What follows belongs to an exercise in optimizing a design on an open flow for small area and few clock cycles; a production flow would make more cautious choices.
Only simulation tests tie the RTL to the original design; equivalence was not proved.
Power and IR drop assume default switching activity.

## pid_proto
module pid_proto (
    input  wire        clk,
    input  wire        rst,           
    input  wire        cmd_valid,
    output wire        cmd_ready,
    input  wire [31:0] cmd,
    output wire        rsp_valid,
    output wire [7:0]  rsp_status,
    output wire [31:0] rsp_value,
    output wire [1:0]  rsp_count,
    output wire [7:0]  rsp_byte0,
    output wire [7:0]  rsp_byte1
);
clock: 4.0 ns
lec_check: 0
cap_margin: 20
core_margin: 2
core_utilization: 50
slew_margin: 20
standard.sh (not shown) runs the stock make flow with config.mk's settings and CLKGATE_MAP_FILE= SYNTH_SCRIPT=/design/flow/synth_recipe.tcl, a recipe that flattens the netlist after the stock synthesis.
==> flow/flow/run.sh <==
#!/bin/bash
# Layout flow: the standard ORFS flow (standard.sh) with three changes.
#  - Synthesis is the standard flow's own script (synth_recipe.tcl) with only the ABC
#    mapping script swapped for flow/abc_area.script: ORFS's speed script
#    with the delay relaxed (&nf -R 1000) and without ABC's buffering and
#    up-sizing passes. Registers are untouched (ABC maps only the logic).
#  - The port buffers are sky130_fd_sc_hd__buf_1.
#  - Clock tree: sky130_fd_sc_hd__clkbuf_8 buffers, no dummy loads.
# Each run's full output goes to a log file of its own in this folder.
set -euo pipefail
here=$(pwd)
{
  head -n 1 synth_recipe.tcl
  cat <<TCL
proc abc {args} {
  set i [lsearch -exact \$args -script]
  if { \$i >= 0 } { lset args [expr {\$i + 1}] $here/flow/abc_area.script }
  yosys abc {*}\$args
}
TCL
  tail -n +2 synth_recipe.tcl
} > my_synth.tcl
sed "s|SYNTH_SCRIPT=[^ ]*|SYNTH_SCRIPT=$here/my_synth.tcl|" standard.sh > my_standard.sh
grep -q "SYNTH_SCRIPT=$here/my_synth.tcl" my_standard.sh
export GPL_KEEP_OVERFLOW=0
export BUFFER_PORTS_ARGS="-buffer_cell sky130_fd_sc_hd__buf_1"
export CTS_ARGS="-sink_clustering_enable -repair_clock_nets -dont_use_dummy_load -buf_list sky130_fd_sc_hd__clkbuf_8"
bash my_standard.sh synth > synth.log 2>&1
bash my_standard.sh finish > layout.log 2>&1
==> flow/flow/abc_area.script <==
&get -n
&st
&dch
&nf -R 1000
&st
&syn2
&if -g -K 6
&synch2
&nf -R 1000
&st
&syn2
&if -g -K 6
&synch2
&nf -R 1000
&st
&syn2
&if -g -K 6
&synch2
&nf -R 1000
&st
&syn2
&if -g -K 6
&synch2
&nf -R 1000
&st
&syn2
&if -g -K 6
&synch2
&nf -R 1000
&put
topo
stime -c
dnsize -c
Testbench counts at the start, summed over its fixed seeds: cycles 48,189.
Next try:
--- a/flow/flow/run.sh
+++ b/flow/flow/run.sh
@@ -24,4 +24,5 @@
 grep -q "SYNTH_SCRIPT=$here/my_synth.tcl" my_standard.sh
 export GPL_KEEP_OVERFLOW=0
+export RECOVER_POWER=100
 export BUFFER_PORTS_ARGS="-buffer_cell sky130_fd_sc_hd__buf_1"
 export CTS_ARGS="-sink_clustering_enable -repair_clock_nets -dont_use_dummy_load -buf_list sky130_fd_sc_hd__clkbuf_8"
--- a/flow/config.mk
+++ b/flow/config.mk
@@ -8,4 +8,4 @@
 export CAP_MARGIN = 20
 export CORE_MARGIN = 2
-export CORE_UTILIZATION = 50
+export CORE_UTILIZATION = 60
 export SLEW_MARGIN = 20
The new run completed without violations.
Sequential share of layout area is higher by 0.55 points.
Wire length is lower by 4.8%.
Clock skew is higher by 14 ps.
Sequential cell count does not change.
Setup slack degrades by 73 ps.
Next try:
--- a/flow/flow/run.sh
+++ b/flow/flow/run.sh
@@ -24,5 +24,4 @@
 grep -q "SYNTH_SCRIPT=$here/my_synth.tcl" my_standard.sh
 export GPL_KEEP_OVERFLOW=0
-export RECOVER_POWER=100
 export BUFFER_PORTS_ARGS="-buffer_cell sky130_fd_sc_hd__buf_1"
 export CTS_ARGS="-sink_clustering_enable -repair_clock_nets -dont_use_dummy_load -buf_list sky130_fd_sc_hd__clkbuf_8"
Effect: The changed run finished with timing, DRC and antenna clean. Synthesized cell count stays the same. Wire length fell by 0.47%. Combinational power is about the same. Sequential cell count stays the same. Design area rose by 0.31%. Sequential share of layout area fell by 0.12 points.
Next try:
--- a/flow/flow/run.sh
+++ b/flow/flow/run.sh
@@ -23,5 +23,4 @@
 sed "s|SYNTH_SCRIPT=[^ ]*|SYNTH_SCRIPT=$here/my_synth.tcl|" standard.sh > my_standard.sh
 grep -q "SYNTH_SCRIPT=$here/my_synth.tcl" my_standard.sh
-export GPL_KEEP_OVERFLOW=0
 export BUFFER_PORTS_ARGS="-buffer_cell sky130_fd_sc_hd__buf_1"
 export CTS_ARGS="-sink_clustering_enable -repair_clock_nets -dont_use_dummy_load -buf_list sky130_fd_sc_hd__clkbuf_8"
--- a/flow/config.mk
+++ b/flow/config.mk
@@ -8,4 +8,4 @@
 export CAP_MARGIN = 20
 export CORE_MARGIN = 2
-export CORE_UTILIZATION = 60
+export CORE_UTILIZATION = 40
 export SLEW_MARGIN = 20
Result:
- final area rises slightly
- cell count went up by a few percent
- global-route usage fell by 9.4 points
- maximum frequency is higher slightly
- routed wire length grows by a little under a tenth
- sequential share of layout area drops by 0.57 points
- non-clock buffer count is higher by 8
- register-to-register slack is better by 160 ps
Next try:
--- a/flow/flow/run.sh
+++ b/flow/flow/run.sh
@@ -23,4 +23,5 @@
 sed "s|SYNTH_SCRIPT=[^ ]*|SYNTH_SCRIPT=$here/my_synth.tcl|" standard.sh > my_standard.sh
 grep -q "SYNTH_SCRIPT=$here/my_synth.tcl" my_standard.sh
+export GPL_KEEP_OVERFLOW=0
 export BUFFER_PORTS_ARGS="-buffer_cell sky130_fd_sc_hd__buf_1"
 export CTS_ARGS="-sink_clustering_enable -repair_clock_nets -dont_use_dummy_load -buf_list sky130_fd_sc_hd__clkbuf_8"
The changed run finished clean; design area hardly moves; synthesized area stays the same; utilization barely changes; combinational power went down by a few percent; die area is unchanged; register-to-register slack degrades by 60 ps; worst setup slack stays flat.

## port drivers added, routing unchanged
No port has a modelled driver above. Below, the same layouts with a new extraction and two added sets of constraints.
Step 1 sets driving cells, clkbuf_16 on the clock port and buf_2 on the other inputs (assumed; they add their load-dependent delay and slew).
Step 2 also shifts input and output timing later by t, the mid clock arrival at the registers, as if the neighbouring blocks saw the same clock.
Three values: ideal ports, drivers, drivers and shift; two values: the first two.
| run | t, ns | setup slack, ns | worst hold slack (ns) | latest minus earliest clock arrival (ns) | pins driven straight from the clock port |
|---|---|---|---|---|---|
| the first run | 0.387 | 0.173 / 0.139 / 0.526 | 0.488 / 0.488 / 0.488 | 0.032 / 0.032 | 1 |
| the second run | 0.384 | 0.100 / 0.066 / 0.450 | 0.493 / 0.493 / 0.493 | 0.045 / 0.045 | 1 |
| the third run | 0.384 | 0.111 / 0.078 / 0.462 | 0.499 / 0.499 / 0.499 | 0.046 / 0.046 | 1 |
| the fourth run | 0.385 | 0.143 / 0.110 / 0.495 | 0.491 / 0.491 / 0.491 | 0.022 / 0.021 | 1 |
| the fifth run | 0.391 | 0.146 / 0.113 / 0.504 | 0.509 / 0.509 / 0.509 | 0.020 / 0.020 | 1 |
After both steps setup and hold are still met in every run listed.
